This design comes from an exercise in tuning for small area, a short achievable clock period and few clock cycles per item on the open sky130 flow, not from production work. Only simulation tests tie the RTL to the original design; equivalence was not proved. Power figures rest on the tool's default switching activity, not on a simulated workload.

==> flow/design.v, too long to show whole: its modules and the start of the top module <==
// module vpb_adpcm: 1016 lines
module vpb_adpcm (
    input  wire               clk,
    input  wire               rst,
    input  wire               start,
    output wire               busy,
    input  wire        [15:0] count,
    input  wire       [255:0] coefs,      
    input  wire         [7:0] ps_in,
    input  wire signed [15:0] yn1_in,
    input  wire signed [15:0] yn2_in,
    input  wire               in_valid,
    output wire               in_ready,
    input  wire         [7:0] in_byte,
    output wire               out_valid,
    input  wire               out_ready,
    output wire signed [15:0] out_sample,
    output wire               done,
    output wire         [7:0] ps_out,
    output wire signed [15:0] yn1_out,
    output wire signed [15:0] yn2_out
);
  // ...
==> flow/flow/run.sh <==
#!/bin/bash
set -euo pipefail
cat >> config.mk <<'EOC'
export SETUP_SLACK_MARGIN = 10
export GPL_TIMING_DRIVEN = 1
export BUFFER_PORTS_ARGS = -buffer_cell sky130_fd_sc_hd__buf_1
export CTS_ARGS = -sink_clustering_enable -repair_clock_nets -buf_list sky130_fd_sc_hd__clkbuf_4 -dont_use_dummy_load
EOC
bash standard.sh > orfs_make.log 2>&1
==> flow/standard.sh <==
#!/bin/bash
# synth_recipe.tcl (not shown) runs the flow's synth.tcl, then flattens the netlist and writes it again
# the make line also repeats each setting of config.mk as NAME=value (left out here)
make -C /OpenROAD-flow-scripts/flow DESIGN_CONFIG=/design/flow/config.mk WORK_HOME=/design/flow/orfs CLKGATE_MAP_FILE= SYNTH_SCRIPT=/design/flow/synth_recipe.tcl "${@:-finish}"
==> flow/config.mk <==
export PLATFORM = sky130hd
export DESIGN_NAME = vpb_adpcm
export DESIGN_NICKNAME = vpb_adpcm
export VERILOG_FILES = /design/flow/design.v
export SDC_FILE = /design/flow/constraint.sdc
export NUM_CORES = 4
export LEC_CHECK = 0
export CAP_MARGIN = 20
export CORE_MARGIN = 2
export CORE_UTILIZATION = 40
export PLACE_DENSITY = 0.6
export SLEW_MARGIN = 20
export SETUP_SLACK_MARGIN = 10
export GPL_TIMING_DRIVEN = 1
export BUFFER_PORTS_ARGS = -buffer_cell sky130_fd_sc_hd__buf_1
export CTS_ARGS = -sink_clustering_enable -repair_clock_nets -buf_list sky130_fd_sc_hd__clkbuf_4 -dont_use_dummy_load
==> flow/constraint.sdc <==
create_clock -name core_clock -period 15.0 [get_ports {clk}]
set_input_delay 3.0000 -clock core_clock [delete_from_list [all_inputs] [get_ports {clk}]]
set_output_delay 3.0000 -clock core_clock [all_outputs]
set_load 0.01 [all_outputs]
==> flow_summary.ini, run 1 <==
[outcome]
status = finished clean

[sta]
drv_slew = 0

[finish]
nNonClkInverters = 299
syn2layout_area_growth_pct = 22.85

[power_and_ir_drop]
powerClk_uw = 764
p_per_area_nw_per_um2 = 154.3
switching_share_pct = 40.80
seq_power_uw = 1480
switchingPower_uw = 2425

[worst_hold_path]
hp-class = reg2reg
min_from = o_last$_DFFE_PP_

[synth]
avgSynthCellArea_um2 = 11.86
synth_fa_ha_area_share_pct = 19.81
synthArstFlopShare_pct = 0
synth_compound_area_share_pct = 12.23
synth_xor_area_share_pct = 7.849
synth_top_area_share_pct = 40.61
synth-edff-count = 424
synth_top_area_cell = edfxtp_1

[worst_setup_path]
startpoint_type = flip-flop
timing.rr.start = of_p$_SDFFCE_PN0P_
critPathMaxFanout = 7

[detailed_routing]
routed_wl_um = 95460

[placed_design]
dp_slack_ns = 8.589

[cts]
cts_setup_buffers = 135
cts_made_buffers = 112
path_clk_slew_ns = 0.06
Testbench counts, summed over its fixed seeds: cycles 39,048, samples 38,080.
==> run 2, diff against run 1 <==
==> flow/flow/run.sh (replaced) <==
#!/bin/bash
set -euo pipefail
cat >> config.mk <<'EOC'
export SETUP_SLACK_MARGIN = 10
export BUFFER_PORTS_ARGS = -buffer_cell sky130_fd_sc_hd__buf_1
export CTS_ARGS = -sink_clustering_enable -repair_clock_nets -buf_list sky130_fd_sc_hd__clkbuf_4 -dont_use_dummy_load
EOC
bash standard.sh > orfs_make.log 2>&1
--- a/flow/config.mk
+++ b/flow/config.mk
@@ -11,6 +11,5 @@
 export PLACE_DENSITY = 0.6
 export SLEW_MARGIN = 20
 export SETUP_SLACK_MARGIN = 10
-export GPL_TIMING_DRIVEN = 1
 export BUFFER_PORTS_ARGS = -buffer_cell sky130_fd_sc_hd__buf_1
 export CTS_ARGS = -sink_clustering_enable -repair_clock_nets -buf_list sky130_fd_sc_hd__clkbuf_4 -dont_use_dummy_load
==> run 2 against run 1 <==
  * Maximum frequency unchanged
  * Critical endpoint unchanged
  * Still clean
  * Die area is the same
  * Area after synthesis unchanged
  * Highest routed layer unchanged
  * Global-route usage did not move
  * Clock-buffer cell count stayed put
  * Critical path type unchanged
==> flow_summary.ini, run 2 <==
[detailed_routing]
dr.pass1.iters = 8
viasPerCell = 5.528
drc_errors = 0
wl_per_cell_um = 22.56
postRouteAntennaNets = 0
routed-via-count = 23390
drtIter0Drc = 2149
routed_wl_um = 95460

[worst_setup_path]
reg2reg_to = y1[10]$_DFFE_PN_
end_kind = flip-flop
timing.rr.start = of_p$_SDFFCE_PN0P_
rr_worst_depth = 22
r2r_setup_slack_ns = 9.61
cp.required_ns = 15.58
crit_type = reg2reg
critPathMaxFanout = 7
startpoint_type = flip-flop
critPathArrivalTime_ns = 5.97

[synth]
synthTopCellsByArea = edfxtp_1 (41%), fa_1 (15%), a22oi_1 (5.2%)
yosysMostFrequentCell = edfxtp_1
synth_nets = 3324
ys_seq_area_share_pct = 40.86
synth_top_area_cell = edfxtp_1
avgSynthCellArea_um2 = 11.86
synth_ff_type = edfxtp_1
syn_inst = 2643
synth_top_area_share_pct = 40.61
synth-edff-count = 424
syn_area_um2 = 31350
synthArstFlopShare_pct = 0
synth_cell_types = 77
ys_seq_elements = 428
synth_warnings = 1
synth.top_cells.by_count = edfxtp_1 (424), inv_1 (279), fa_1 (234), a22oi_1 (219), clkbuf_1 (166)

[finish]
seq_area_um2 = 12810
final_common_cell = edfxtp_1
reg.largest.list = coef_r x256, p x33
largest_reg_flops = 256
regMostFlops = coef_r
final_cell_mix = edfxtp_1 (424), buf_1 (354), inv_1 (252)
drive_gt1_share_pct = 24.87
layout.nets = 3868
syn2layout_area_growth_pct = 22.85
nFillCells = 6797
multi_input_area_um2 = 18200

[floorplanning]
die_h_um = 284.0
initial_core_util_pct = 40.47
die_w_um = 284.0
io_pins = 385
num_rows = 102
die_area_um2 = 80640
core_um2 = 77470

[power_and_ir_drop]
p_leak_uw = 0.01470
finalPower_uw = 5943
p_per_area_nw_per_um2 = 154.3
irDropWorstVdd_v = 0.0002012

[sta]
drv_slew = 0
fin_crit_sh_pct = 35.93
skew_ns = 0.1293
setup_viol = 0
min_period_ns = 5.389
worst_slew_pin_slew_ns = 1.193
rsz0062_at_grt = true
fmax_mhz = 185.6
final_hold_viol_count = 0
tns_ns = 0
slew_headroom_pct = 20.45

[cts]
cts_made_buffers = 112
path_clk_slew_ns = 0.06
worstSkewPairLatency_ns = 0.93
htreeDepth = 3
clock_sinks = 428
cts_tree = done
clock_path_buffers = 3
cts_root_buffer = clkbuf_4

[flow_run]
max_cap_violations = 0

[global_routing]
grt_max_degree = 186
first_global_vias = 24630
antenna_found_initial = 6
grt_usage_pct = 23.27
overflow = 0
grt_pass1_wl_um = 145500

[worst_hold_path]
min_from = o_last$_DFFE_PP_
hold_depth = 1
hp-class = reg2reg
min_to = running$_SDFFE_PP0P_

[placed_design]
portBuffers = 384
gp_congestion = 0.9047
dp_hpwl_um = 61790

[outcome]
status = finished clean
[run 2: cell counts after synthesis]
Identical to the previous run, type by type.
[run 2: report_power, final]
group / switching (uW) / leakage (uW) / total (uW) / internal [uW]
Clock: 430 / 0.000515 / 764 / 334
Combinational: 1970 / 0.0102 / 3700 / 1730
Sequential: 28.2 / 0.00396 / 1480 / 1450
[run 2: worst max-delay path by stage]
stage / start / endpoint / slack, ns / depth (start not counted)
global placement: of_p$_SDFFCE_PN0P_ / y1[12]$_DFFE_PN_ / 8.66 / 18
floorplan: rst / coef_r[0]$_DFFE_PP_ / 7.52 / 3
detailed placement: of_p$_SDFFCE_PN0P_ / y1[13]$_DFFE_PN_ / 8.59 / 17
CTS: keep$_SDFFCE_PN1P_ / y1[12]$_DFFE_PN_ / 9.65 / 20
global route: of_p$_SDFFCE_PN0P_ / y1[15]$_DFFE_PN_ / 9.48 / 23
finish: of_p$_SDFFCE_PN0P_ / y1[10]$_DFFE_PN_ / 9.61 / 22
[run 2: metal layers]
layer / GRT usage, % / up-vias / routed length, um
met5: 0 / - / 13
met4: 8.316 / 2 / 3048
met3: 7.074 / 229 / 9739
met2: 37.21 / 1234 / 44540
met1: 29.93 / 11480 / 38120
li1: - / 10440 / -
[run 2: per-stage QoR]
step                      hold slack, ns  instance area, um2  setup WS [ns]  utilization [%]  std cells
after floorplan                   0.4482               32220          7.525                -       2643
after global placement            0.4585               34140          8.664            44.07       3908
after detailed placement          0.4706               34140          8.589            44.07       3908
after CTS                         0.4793               37430          9.655            48.32       4178
after global routing              0.5035               38510          9.477            49.71       4229
final                             0.4751               38520          9.611            49.72       4231
[run 2: cell type report]
cell class,instances,area share (%)
multi-input cells,1723,47.25
well taps,1040,3.378
repair buffers,623,10.50
flip-flops and latches,428,33.26
inverters,282,3.073
diodes,6,0.03898
repair inverters,17,0.3119
clock buffers,112,2.183
[run 2: timing repair]
action	CTS	global route
gates cloned	23	0
hold buffers	0	0
buffers inserted	135	47
gates resized for setup	239	166
pin swaps	59	80
setup endpoints to repair	76	71
[run 2: worst max-delay path, cell delays in order, from the launching register on]
cell and delay, ns:
edfxtp_1 0.45, buf_6 0.16, buf_16 0.14, a21oi_4 0.14, buf_12 0.16, buf_4 0.14, buf_4 0.14, nand2_1 0.05
o21ai_0 0.08, nand2_1 0.06, o21ai_0 0.12, ha_1 0.30, fa_2 0.35, fa_1 0.54, fa_1 0.46, ha_4 0.34
and4_4 0.27, and4_4 0.27, o21ai_2 0.10, and2_4 0.23, a2111o_1 0.42, a21oi_2 0.15, nor3_2 0.05
[run 2: cell families (layout without fill, tap and decap cells)]
| group | after synthesis | count (layout) | synth area share [%] |
|---|---|---|---|
| xor+xnor | 281 | 281 | 7.849 |
| flops | 428 | 428 | 40.86 |
| simple gates | 360 | 360 | 5.371 |
| fa+ha+maj | 356 | 356 | 19.81 |
| mux | 152 | 152 | 7.726 |
| other cells | 0 | 6 | 0 |
| compound gates | 574 | 574 | 12.23 |
| buf+inv | 492 | 1034 | 6.153 |
==> run 3, diff against run 2 <==
==> flow/flow/run.sh (replaced) <==
#!/bin/bash
set -euo pipefail
cat >> config.mk <<'EOC'
export SETUP_SLACK_MARGIN = 11
export BUFFER_PORTS_ARGS = -buffer_cell sky130_fd_sc_hd__buf_1
export CTS_ARGS = -sink_clustering_enable -repair_clock_nets -buf_list sky130_fd_sc_hd__clkbuf_4 -dont_use_dummy_load
EOC
bash standard.sh > orfs_make.log 2>&1
--- a/flow/config.mk
+++ b/flow/config.mk
@@ -5,11 +5,12 @@
 export SDC_FILE = /design/flow/constraint.sdc
 export NUM_CORES = 4
 export LEC_CHECK = 0
+export ABC_AREA = 1
 export CAP_MARGIN = 20
 export CORE_MARGIN = 2
 export CORE_UTILIZATION = 40
 export PLACE_DENSITY = 0.6
 export SLEW_MARGIN = 20
-export SETUP_SLACK_MARGIN = 10
+export SETUP_SLACK_MARGIN = 11
 export BUFFER_PORTS_ARGS = -buffer_cell sky130_fd_sc_hd__buf_1
 export CTS_ARGS = -sink_clustering_enable -repair_clock_nets -buf_list sky130_fd_sc_hd__clkbuf_4 -dont_use_dummy_load
==> run 3 against run 2 <==
  * Still clean on timing, DRC and antenna
  * Cell count increased by 17%
  * Sequential power about the same
  * Combinational power increased by about 20%
  * Critical endpoint is now keep$_SDFFCE_PN1P_
==> flow_summary.ini, run 3 <==
[detailed_routing]
dr.pass1.iters = 8
drc_errors = 0
postRouteAntennaNets = 0
viasPerCell = 5.486
routed_wl_um = 108000
drtIter0Drc = 2397
routed-via-count = 27050
wl_per_cell_um = 21.91

[sta]
worst_slew_pin_slew_ns = 1.008
slew_headroom_pct = 32.40
setup_viol = 0
final_hold_viol_count = 0
tns_ns = 0
rsz0062_at_grt = true
skew_ns = 0.1515
drv_slew = 0
holdWs_ns = 0.3980
min_period_ns = 5.417
fin_crit_sh_pct = 36.12
fmax_mhz = 184.6

[synth]
synth_top_area_share_pct = 40.26
synth-edff-count = 424
synth_top_area_cell = edfxtp_1
synthArstFlopShare_pct = 0
syn_area_um2 = 31630
avgSynthCellArea_um2 = 9.914
synth_cell_types = 54
synthTopCellsByArea = edfxtp_1 (40%), fa_1 (15%), xor2_1 (7.8%)
yosysMostFrequentCell = edfxtp_1
ys_seq_elements = 428
ys_seq_area_share_pct = 40.51
synth.top_cells.by_count = edfxtp_1 (424), inv_1 (391), nand2_1 (333), nor2_1 (325), xor2_1 (282)
synth_ff_type = edfxtp_1
synth_warnings = 1
syn_inst = 3190
synth_nets = 3871

[power_and_ir_drop]
switchingPower_uw = 2958
irDropWorstVdd_v = 0.0002171
combPwrFrac_pct = 66.4
switching_share_pct = 44.11
p_seq_share_pct = 22.2
p_clk_share_pct = 11.4
p_per_area_nw_per_um2 = 162.5
p_leak_uw = 0.01624
p_int_uw = 3748

[cts]
cts_made_buffers = 112
path_clk_slew_ns = 0.06
htreeDepth = 3
clock_path_buffers = 3
cts_root_buffer = clkbuf_4
cts_hold_buffers = 0
worstSkewPairLatency_ns = 0.88
clock_sinks = 428
cts_tree = done

[floorplanning]
die_h_um = 285.2
core_um2 = 78610
io_pins = 385
initial_core_util_pct = 40.23
die_area_um2 = 81330
die_w_um = 285.2
num_rows = 103

[finish]
largest_reg_flops = 256
layout.nets = 4555
drive_gt1_share_pct = 25.93
reg.largest.list = coef_r x256, p x33
final_cell_mix = edfxtp_1 (424), buf_1 (331), inv_1 (310)
final_common_cell = edfxtp_1
syn2layout_area_growth_pct = 30.50
final_cell_count_no_fill = 4930
regMostFlops = coef_r

[worst_setup_path]
end_kind = flip-flop
critical_path_depth = 29
critPathArrivalTime_ns = 5.97
startpoint_type = flip-flop
crit_type = reg2reg
r2r_setup_slack_ns = 9.58
cp.required_ns = 15.55
crit_path_start = keep$_SDFFCE_PN1P_
critPathMaxFanout = 8
crit_top_cell = buf_6
reg2reg_to = keep$_SDFFCE_PN1P_
worst-path-buf-inv = 15
rr_worst_depth = 29
timing.rr.start = keep$_SDFFCE_PN1P_
critPathMaxStageDelay_ns = 0.55
cp_slowest_cell = fa_1
crit_family = buffers and inverters
critical_path.endpoint = keep$_SDFFCE_PN1P_

[placed_design]
portBuffers = 384
dp.cells = 4483
gp_congestion = 0.9021
dp_hpwl_um = 66860

[global_routing]
overflow = 0
first_global_vias = 26680
antenna_found_initial = 9
grt_usage_pct = 25.44
grt_pass1_wl_um = 157800
grt_max_degree = 67

[worst_hold_path]
hold_depth = 0
hp-class = reg2reg

[flow_run]
max_cap_violations = 0

[outcome]
status = finished clean
-- run 3: cell types whose count changed after synthesis, moves of 66 or more --
| cell | change |
|---|---|
| o21ai_0 | +97 |
| inv_1 | +112 |
| nand2_1 | +174 |
| nor2_1 | +246 |
| mux4_2 | -66 |
| xor2_1 | +150 |
| o22ai_1 | +272 |
| xnor2_1 | -132 |
| a22oi_1 | -209 |
-- run 3: final cells by class --
type | count | area (um2)
diodes | 8 | 20.02
inverters | 414 | 1703
fillers | 6932 | 37340
clock buffers | 112 | 840.8
multi-input cells | 2170 | 18540
repair inverters | 3 | 20.02
well taps | 1050 | 1314
flip-flops and latches | 428 | 12820
repair buffers | 745 | 6015
-- run 3: power groups by stage --
stage | Combinational [uW] | Clock (uW) | Sequential [uW]
after global placement | 2880 | 0 | 1520
after floorplan | 2200 | 0 | 1510
final | 4450 | 766 | 1490
after detailed placement | 2900 | 0 | 1520
after CTS | 3680 | 789 | 1490
after global routing | 4810 | 848 | 1490
-- run 3: worst min-delay path by stage --
stage                startpoint          endpoint  slack (ns)
2_1_floorplan  p_last$_DFFE_PP_  o_last$_DFFE_PP_        0.43
3_3_place_gp   p_last$_DFFE_PP_  o_last$_DFFE_PP_        0.45
3_5_place_dp   p_last$_DFFE_PP_  o_last$_DFFE_PP_        0.46
4_1_cts        p_last$_DFFE_PP_  o_last$_DFFE_PP_        0.43
5_1_grt        p_last$_DFFE_PP_  o_last$_DFFE_PP_        0.44
6_report       p_last$_DFFE_PP_  o_last$_DFFE_PP_        0.40
-- run 3: stage by stage --
stage | total power, uW | cell area, um2 | utilization, % | setup WS, ns
floorplan | 3707 | 32420 | - | 6.491
global placement | 4390 | 34380 | 43.73 | 8.729
detailed placement | 4413 | 34390 | 43.75 | 8.747
CTS | 5958 | 39670 | 50.46 | 9.772
global route | 7150 | 41270 | 52.50 | 9.461
finish | 6706 | 41270 | 52.50 | 9.583
-- run 3: cells by family (layout without fill, tap and decap cells) --
kind of cell / count (synthesis) / count (layout) / share of synthesized area, %
buffers and inverters: 597 / 1274 / 7.592
AND/OR/NAND/NOR: 826 / 830 / 11.16
flip-flops: 428 / 428 / 40.51
AO/OA/AOI/OAI: 681 / 682 / 12.72
other: 0 / 8 / 0
adder cells (fa/ha/maj): 356 / 356 / 19.64
multiplexers: 3 / 3 / 0.09496
XOR/XNOR: 299 / 299 / 8.281
-- run 3: per-layer routing --
| layer | up-vias | GRT usage, % | wire length [um] |
|---|---|---|---|
| li1 | 12230 | - | - |
| met1 | 13000 | 32.47 | 42330 |
| met2 | 1448 | 42.14 | 50960 |
| met3 | 363 | 5.016 | 9233 |
| met4 | 6 | 10.89 | 5453 |
| met5 | - | 0 | 45 |
-- run 3: repair_timing --
action	CTS	global route
pin swaps	110	173
setup endpoints to repair	526	221
gates cloned	31	3
gates resized for setup	473	291
setup buffers	222	71
==> run 4, diff against run 3 <==
--- a/flow/config.mk
+++ b/flow/config.mk
@@ -5,7 +5,6 @@
 export SDC_FILE = /design/flow/constraint.sdc
 export NUM_CORES = 4
 export LEC_CHECK = 0
-export ABC_AREA = 1
 export CAP_MARGIN = 20
 export CORE_MARGIN = 2
 export CORE_UTILIZATION = 40
==> run 4 against run 3 <==
  * Sequential cell count unchanged
  * Critical endpoint is now of_p$_SDFFCE_PN0P_
  * Register-to-register slack better by 0.06 ns
  * Area after synthesis down 0.86%
  * Largest cell class unchanged
  * Clock-buffer cell count grew 2
  * Setup slack gained 0.059 ns
  * Clock skew is 0.011 ns lower
  * Still clean on timing, DRC and antenna
  * Sequential power is essentially flat
  * Via count shrank 13%
==> flow_summary.ini, run 4 <==
[worst_hold_path]
hp-class = reg2reg

[floorplanning]
core_um2 = 77470
die_area_um2 = 80640
num_rows = 102
io_pins = 385
die_h_um = 284.0
initial_core_util_pct = 40.47
die_w_um = 284.0

[worst_setup_path]
crit_type = reg2reg
critPathMaxFanout = 16
critPathMaxStageDelay_ns = 0.55
worst-path-buf-inv = 5
path_cells = buf_12 > a21oi_4 > inv_8 > a22oi_2 > xnor2_1 > fa_1 > inv_1 > fa_1 > inv_1 > fa_1 > fa_1 > ha_4 > a21oi_1 > o21ai_1 > a22o_4 > a41oi_4 > a311oi_4 > buf_4 > nor4_2 > nor3b_1
crit_family = adder cells
end_kind = flip-flop
startpoint_type = flip-flop
crit_top_cell = fa_1
cp_slowest_cell = fa_1
critPathArrivalTime_ns = 5.90
cp.required_ns = 15.55

[cts]
clock_path_buffers = 3
cts_root_buffer = clkbuf_4
cts_hold_buffers = 0
path_clk_slew_ns = 0.05
htreeDepth = 3
worstSkewPairLatency_ns = 0.92
cts_tree = done
clock_sinks = 428
cts_made_buffers = 114

[sta]
rsz0062_at_grt = true
min_period_ns = 5.358
fmax_mhz = 186.6
drv_slew = 0
worst_slew_pin_slew_ns = 0.9000
holdWs_ns = 0.3747
slew_headroom_pct = 40.00
skew_ns = 0.1401
tns_ns = 0
setup_viol = 0
final_hold_viol_count = 0
fin_crit_sh_pct = 35.72

[detailed_routing]
drtIter0Drc = 1808
dr.pass1.iters = 5
routed_wl_um = 96710
routed-via-count = 23500
viasPerCell = 5.565
drc_errors = 0
postRouteAntennaNets = 0
wl_per_cell_um = 22.91

[finish]
largest_reg_flops = 256
final_cell_count_no_fill = 4222
regMostFlops = coef_r
final_cell_mix = edfxtp_1 (424), buf_1 (346), inv_1 (244)
drive_gt1_share_pct = 26.24
reg.largest.list = coef_r x256, p x33
syn2layout_area_growth_pct = 22.50
layout.nets = 3858
nFillCells = 6906
final_common_cell = edfxtp_1

[synth]
synthTopCellsByArea = edfxtp_1 (41%), fa_1 (15%), a22oi_1 (5.2%)
synth_top_area_cell = edfxtp_1
synth_nets = 3324
yosysMostFrequentCell = edfxtp_1
synth_top_area_share_pct = 40.61
synth_warnings = 1
synth_cell_types = 77
synth.top_cells.by_count = edfxtp_1 (424), inv_1 (279), fa_1 (234), a22oi_1 (219), clkbuf_1 (166)
synth-edff-count = 424
avgSynthCellArea_um2 = 11.86
syn_inst = 2643
synthArstFlopShare_pct = 0
syn_area_um2 = 31350
ys_seq_elements = 428
synth_ff_type = edfxtp_1
ys_seq_area_share_pct = 40.86

[placed_design]
portBuffers = 384
dp_hpwl_um = 64220
dp.cells = 3900
gp_congestion = 0.8640

[outcome]
status = finished clean

[global_routing]
grt_usage_pct = 23.53
first_global_vias = 24840
overflow = 0
grt_max_degree = 79
antenna_found_initial = 8
grt_pass1_wl_um = 145400

[flow_run]
max_cap_violations = 0

[power_and_ir_drop]
p_leak_uw = 0.01456
p_per_area_nw_per_um2 = 148.9
irDropWorstVdd_v = 0.0002242
==> run 4: layout make-up <==
type	instances	area, um2	share of cell area, %
diodes	7	17.52	0.04561
clock buffers	114	855.8	2.228
inverters	282	1181	3.075
multi-input cells	1724	18430	47.98
flip-flops and latches	428	12820	33.37
well taps	1040	1301	3.388
repair buffers	612	3696	9.623
repair inverters	15	108.9	0.2834
==> run 4: layer usage <==
layer,global-route usage [%],share of wire [%]
met1,28.68,38
met2,39.53,49
met3,4.783,7.5
met4,12.09,5.0
met5,0,0.011
==> run 4: what timing repair did <==
action,4_1_cts,5_1_grt
gates cloned,19,3
resized for setup,245,97
endpoints found under the hold margin,0,0
pin swaps,57,36
setup endpoints to repair,459,322
setup buffers,135,44
==> run 4: worst paths after layout <==
kind                      start                   end  slack, ns  cells after the start
max          keep$_SDFFCE_PN1P_    of_p$_SDFFCE_PN0P_       9.64                     20
min            o_last$_DFFE_PP_  running$_SDFFE_PP0P_       0.37                      1
max reg2reg  keep$_SDFFCE_PN1P_    of_p$_SDFFCE_PN0P_       9.64                     20
min reg2reg    o_last$_DFFE_PP_  running$_SDFFE_PP0P_       0.37                      1
==> run 4: power by group <==
part	switching, uW	internal [uW]	total, uW
logic	1850	1610	3460
clock network	431	340	771
registers	28.2	1450	1480
==> run 4: cells by family after synthesis <==
group	synth area share [%]
AO/OA/AOI/OAI	12.23
buffers and inverters	6.153
flip-flops	40.86
AND/OR/NAND/NOR	5.371
adder cells (fa/ha/maj)	19.81
XOR/XNOR	7.849
multiplexers	7.726
==> run 4: stage by stage <==
stage / total power, uW / cell area [um2] / util, % / setup WS, ns
2_1_floorplan: 3781 / 32990 / - / 7.525
3_3_place_gp: 4293 / 34480 / 44.51 / 8.471
3_5_place_dp: 4354 / 34490 / 44.52 / 8.285
4_1_cts: 5521 / 37610 / 48.55 / 9.572
5_1_grt: 6139 / 38410 / 49.58 / 9.520
6_report: 5717 / 38410 / 49.58 / 9.642
==> run 5, diff against run 4 <==
--- a/flow/config.mk
+++ b/flow/config.mk
@@ -7,8 +7,8 @@
 export LEC_CHECK = 0
 export CAP_MARGIN = 20
 export CORE_MARGIN = 2
-export CORE_UTILIZATION = 40
-export PLACE_DENSITY = 0.6
+export CORE_UTILIZATION = 55
+export PLACE_DENSITY = 0.7
 export SLEW_MARGIN = 20
 export SETUP_SLACK_MARGIN = 11
 export BUFFER_PORTS_ARGS = -buffer_cell sky130_fd_sc_hd__buf_1
==> run 5 against run 4 <==
  * Cell count decreased by 4.2%
  * Final area is 4.6% higher
  * Core utilization rose by 22 points
  * Power grew 11%
  * Area after synthesis stayed put
  * Sequential power hardly changed
  * Non-clock buffer count rose by 120
  * Maximum frequency fell by 2.2%
  * Register-to-register slack got worse by 0.12 ns
  * Via count up 5.7%
  * Clock power shrank 4.0%
  * Sequential share of layout area decreased by 1.5 points
==> flow_summary.ini, run 5 <==
[outcome]
status = finished clean

[synth]
synth_warnings = 1
avgSynthCellArea_um2 = 11.86
synthTopCellsByArea = edfxtp_1 (41%), fa_1 (15%), a22oi_1 (5.2%)
synth_top_area_cell = edfxtp_1
synthArstFlopShare_pct = 0
syn_area_um2 = 31350
synth_cell_types = 77
yosysMostFrequentCell = edfxtp_1
syn_inst = 2643
synth_nets = 3324
synth-edff-count = 424
ys_seq_area_share_pct = 40.86
synth_ff_type = edfxtp_1
synth.top_cells.by_count = edfxtp_1 (424), inv_1 (279), fa_1 (234), a22oi_1 (219), clkbuf_1 (166)
synth_top_area_share_pct = 40.61
ys_seq_elements = 428

[cts]
clock_path_buffers = 3
cts_root_buffer = clkbuf_4
path_clk_slew_ns = 0.06
cts_tree = done
htreeDepth = 3
worstSkewPairLatency_ns = 0.90
cts_made_buffers = 108
clock_sinks = 428

[worst_setup_path]
crit_type = reg2reg
critPathMaxFanout = 6
critPathArrivalTime_ns = 5.97
end_kind = flip-flop
r2r_setup_slack_ns = 9.52
cp.required_ns = 15.49
startpoint_type = flip-flop

[global_routing]
grt_usage_pct = 34.02
grt_pass1_wl_um = 151700
grt_max_degree = 65
antenna_found_initial = 4
first_global_vias = 25830
overflow = 0

[floorplanning]
die_h_um = 242.8
num_rows = 87
initial_core_util_pct = 55.61
die_area_um2 = 58930
die_w_um = 242.8
core_um2 = 56390
io_pins = 385

[power_and_ir_drop]
p_per_area_nw_per_um2 = 157.6
switchingPower_uw = 2612
p_clk_share_pct = 11.7
switching_share_pct = 41.24
finalPower_uw = 6334
p_leak_uw = 0.01558
combPwrFrac_pct = 64.9
p_seq_share_pct = 23.4
p_int_uw = 3722
irDropWorstVdd_v = 0.0002315

[detailed_routing]
routed_wl_um = 102200
wl_per_cell_um = 25.27
postRouteAntennaNets = 0
drc_errors = 0
drtIter0Drc = 2552
dr.pass1.iters = 6
viasPerCell = 6.142
routed-via-count = 24850

[placed_design]
dp.cells = 3625
portBuffers = 384
dp_slack_ns = 7.691
dp_hpwl_um = 63260
gp_congestion = 0.8898

[worst_hold_path]
hp-class = reg2reg

[finish]
syn2layout_area_growth_pct = 28.18
seq_area_um2 = 12820
multi_input_area_um2 = 18840
final_cell_count_no_fill = 4045
regMostFlops = coef_r
final_common_cell = edfxtp_1
drive_gt1_share_pct = 31.23
layout.nets = 3971
reg.largest.list = coef_r x256, p x33
final_cell_mix = edfxtp_1 (424), buf_1 (334), inv_1 (232)
nFillCells = 3828
largest_reg_flops = 256

[sta]
fin_crit_sh_pct = 36.51
final_hold_viol_count = 0
worst_slew_pin_slew_ns = 0.9512
drv_slew = 0
tns_ns = 0
holdWs_ns = 0.4764
slew_headroom_pct = 36.40
setup_viol = 0
fmax_mhz = 182.6
fin_ws_ns = 9.524
rsz0062_at_grt = true
min_period_ns = 5.476
skew_ns = 0.1430

[flow_run]
max_cap_violations = 0
## run 5: metrics by stage
step           utilization, %  instance area (um2)
2_1_floorplan               -                32990
3_3_place_gp            60.60                34170
3_5_place_dp            60.67                34210
4_1_cts                 69.11                38970
5_1_grt                 71.28                40190
6_report                71.28                40190
## run 5: area by class of cell
class                      count  area share (%)
sequential                   428           31.89
timing repair buffer         732           13.62
timing repair inverter        13          0.3082
antenna                        1        0.006226
tap                          756           2.354
inverter                     282           2.930
clock buffer                 108           2.017
multi-input combinational   1725           46.88
## run 5: worst max-delay path, stage by stage, from the launching register on
cell	delay (ns)
edfxtp_1	0.39
buf_6	0.17
buf_8	0.14
buf_6	0.12
a21oi_4	0.19
clkinv_4	0.17
a22oi_2	0.24
xnor2_2	0.11
fa_2	0.38
fa_1	0.55
inv_2	0.05
fa_1	0.50
fa_2	0.61
ha_4	0.22
buf_8	0.13
a21oi_4	0.14
nor2_4	0.05
a41oi_4	0.28
a311oi_2	0.15
or3_1	0.38
a31o_2	0.23
## run 5: final timing paths
kind	startpoint	to	cells past startpoint
min reg2reg	o_last$_DFFE_PP_	running$_SDFFE_PP0P_	1
max	of_p$_SDFFCE_PN0P_	y1[12]$_DFFE_PN_	20
min	o_last$_DFFE_PP_	running$_SDFFE_PP0P_	1
max reg2reg	of_p$_SDFFCE_PN0P_	y1[12]$_DFFE_PN_	20
## run 5: cells by family after synthesis
logic type,share of synthesized area [%]
AO/OA/AOI/OAI,12.23
buffers and inverters,6.153
flip-flops,40.86
AND/OR/NAND/NOR,5.371
adder cells (fa/ha/maj),19.81
XOR/XNOR,7.849
multiplexers,7.726
## run 5: per-layer routing
| layer | wire length [um] | GRT usage [%] | part of all wire, % | vias up |
|---|---|---|---|---|
| met4 | 5968 | 17.63 | 5.8 | 2 |
| li1 | - | - | - | 10670 |
| met2 | 49030 | 55.61 | 48 | 1590 |
| met3 | 10260 | 7.950 | 10 | 410 |
| met1 | 36930 | 42.38 | 36 | 12180 |
| met5 | 14 | 0 | 0.014 | - |
## run 5: repair_timing
item / 4_1_cts / 5_1_grt
resized for setup: 397 / 153
cloned: 31 / 3
setup endpoints to repair: 436 / 276
buffers inserted: 207 / 70
hold buffers: 0 / 0
pin swaps: 108 / 120
## run 5: power by group through the flow
stage          registers (uW)  logic [uW]  clock network, uW
6_report                 1480        4110                740
3_5_place_dp             1510        2900                  0
2_1_floorplan            1500        2280                  0
5_1_grt                  1490        4390                812
4_1_cts                  1480        3530                758
3_3_place_gp             1510        2870                  0

static timing again, ports no longer ideal:
The flow's constraints put no driver on any port. The routed layouts listed below were extracted and timed again, unchanged, in two steps.
Step 1, drivers: a clkbuf_16 drives clk and a buf_2 each remaining input, both assumed.
Step 2 also shifts input and output timing later by t, the mid clock arrival at the registers, as if the neighbouring blocks saw the same clock.
Slacks: no drivers / after step 1 / after step 2; pairs: no drivers / after step 1.
run	shift t [ns]	setup WS [ns]	hold slack, ns	worst register clock-pin slew, ns
run 1	0.906	9.611 / 9.604 / 9.280	0.475 / 0.475 / 0.475	0.07 / 0.07
run 2	0.906	9.611 / 9.604 / 9.280	0.475 / 0.475 / 0.475	0.07 / 0.07
run 3	0.875	9.583 / 9.583 / 9.583	0.398 / 0.398 / 0.398	0.08 / 0.08
run 4	0.912	9.642 / 9.642 / 9.642	0.375 / 0.375 / 0.375	0.07 / 0.07
run 5	0.883	9.524 / 9.524 / 9.388	0.476 / 0.476 / 0.476	0.07 / 0.07
After both steps setup and hold are still met in every run listed.
